Context: an optimization exercise on an open-source flow, tuned for small area. The choices shown serve that exercise and are no tape-out recipe.
No activity file was given, so power comes from the tool's default toggle rates.

## xmodem_rx
module xmodem_rx (
    input  wire        clk,
    input  wire        rst,
    input  wire        rx_valid,
    input  wire [7:0]  rx_data,
    output wire        tx_valid,
    output wire [7:0]  tx_data,
    input  wire        tx_pop,
    input  wire        tick,
    input  wire        cmd_valid,
    input  wire [7:0]  cmd_op,
    input  wire [7:0]  cmd_arg,
    output reg         rsp_valid,
    output reg  [1:0]  rsp_status,
    output wire [31:0] rsp_data,
    output reg         buf_we,
    output wire [9:0]  buf_addr,
    output reg  [7:0]  buf_wdata,
    output wire        irq
);
    localparam [2:0] S_IDLE = 3'd0, S_WAIT_HEADER = 3'd1, S_WAIT_SEQ = 3'd2,
                     S_WAIT_CSEQ = 3'd3, S_RECEIVE_DATA = 3'd4, S_DONE = 3'd5,
                     S_CANCELLED = 3'd6, S_FAILED = 3'd7;
    localparam [1:0] ST_OK = 2'd0, ST_BUSY = 2'd1, ST_INVALID = 2'd2, ST_EMPTY = 2'd3;
    localparam [1:0] T_NAK = 2'd0, T_C = 2'd1, T_ACK = 2'd2, T_CAN = 2'd3;
    localparam [2:0] K_FRAME128 = 3'd0, K_DONE = 3'd1, K_CANCELLED = 3'd2,
                     K_BAD = 3'd3, K_TIMEOUT = 3'd4, K_FRAME1K = 3'd5;
    localparam [7:0] TIMEOUT = 8'd200;
    reg [2:0]  state;
    reg        mode;
    reg        first;
    reg [7:0]  expected_seq;
    reg [7:0]  rx_seq;
    reg        size_1k;
    reg [10:0] count;
    reg        tcount;
    reg [3:0]  retry;
  ...
Size in the first run: ~1,400 cells after synthesis, ~94 I/O pins, about 14,000 µm² of cells after synthesis.
clock: 8.0 ns
lec_check: 0
cap_margin: 20
core_margin: 2
core_utilization: 40
cts_buf_list: sky130_fd_sc_hd__clkbuf_8
cts_cluster_diameter: 50
cts_cluster_size: 12
slew_margin: 20
run.sh (not shown) runs the stock make flow with config.mk's settings and CLKGATE_MAP_FILE= SYNTH_SCRIPT=/design/flow/synth_recipe.tcl, a recipe that flattens the netlist after the stock synthesis.
The first run finished clean.
Then changed:
==> flow/flow/run.sh (new file) <==
#!/bin/bash
# Own layout flow: the standard ORFS flow with two changes.
#  1. Synthesis is the standard synthesis script, except that ABC maps
#     the combinational logic with an area-oriented script (flow/area.script)
#     instead of ORFS's delay-oriented one. Flip-flops are mapped before ABC
#     runs, so the registers (names, count, cell types) are unchanged.
#  2. Port buffers use the smallest buffer cell (buf_1); every input and
#     output port still gets its buffer.
# Each tool's full output goes to a log file in this folder.
set -euo pipefail
HERE=$(pwd)
FLOWDIR=$HERE/flow

# ORFS synthesis script with the ABC script replaced
sed 's#^\(  *\)log_cmd abc {\*}$abc_args#\1set abc_args [lreplace $abc_args 1 1 '"$FLOWDIR"'/area.script]\n\1log_cmd abc {*}$abc_args#' \
    "$FLOW_HOME/scripts/synth.tcl" > "$HERE/own_synth_orfs.tcl"
grep -q "area.script" "$HERE/own_synth_orfs.tcl"

# The standard flow's synthesis wrapper, sourcing the script above
sed 's#source \$::env(SCRIPTS_DIR)/synth.tcl#source '"$HERE"'/own_synth_orfs.tcl#' \
    "$HERE/synth_recipe.tcl" > "$HERE/own_synth.tcl"
grep -q "own_synth_orfs.tcl" "$HERE/own_synth.tcl"

bash "$HERE/standard.sh" \
    "SYNTH_SCRIPT=$HERE/own_synth.tcl" \
    "BUFFER_PORTS_ARGS=-buffer_cell sky130_fd_sc_hd__buf_1" \
    finish > "$HERE/flow_make.log" 2>&1
test -s "$HERE/out/final.def"
==> flow/flow/area.script (new file) <==
strash
dc2
dch -f
amap -m -A 8
topo
==> flow/standard.sh (new file) <==
#!/bin/bash
# synth_recipe.tcl (not shown) runs the flow's synth.tcl, then flattens the netlist and writes it again
# the make line also repeats each setting of config.mk as NAME=value (left out here)
make -C /OpenROAD-flow-scripts/flow DESIGN_CONFIG=/design/flow/config.mk WORK_HOME=/design/flow/orfs CLKGATE_MAP_FILE= SYNTH_SCRIPT=/design/flow/synth_recipe.tcl "${@:-finish}"
- CTS_BUF_LIST: sky130_fd_sc_hd__clkbuf_8 -> default
- CTS_CLUSTER_DIAMETER: 50 -> default
- CTS_CLUSTER_SIZE: 12 -> default
removed: flow/run.sh
=> The changed run ran to the end with no violations. Setup slack loses 0.93 ns. Design area fell by 8.0%. Register-to-register slack loses 0.93 ns. Cell count fell by 1.5%. Synthesized cell count fell by 2.9%. First-iteration DRC count rose by 22%. Non-clock buffer count rose by 6. Routed wire length fell by 7.9%. Combinational power rose by 15%. Worst hold slack loses 0.046 ns. Count of clock-buffer cells in the layout fell by 5.
No run of this note included a check of the RTL's function; only the layout flow was run.

-- port drivers added, routing unchanged --
The flow's constraints put no driver on any port. The routed layouts listed below were extracted and timed again, unchanged, in two steps. Step 1 sets driving cells, clkbuf_16 on the clock port and buf_2 on the other inputs (assumed; they add their load-dependent delay and slew). Step 2 also shifts input and output timing later by t, the mid clock arrival at the registers, as if the neighbouring blocks saw the same clock. a / b / c = no drivers / after step 1 / after step 2; a / b = the first two.
run	t (ns)	setup WS [ns]	cell pins on the clock port's net
the first run	0.605	2.185 / 2.185 / 2.185	1
the second run	0.607	1.253 / 1.253 / 1.253	1
After both steps setup and hold are still met in every run listed.
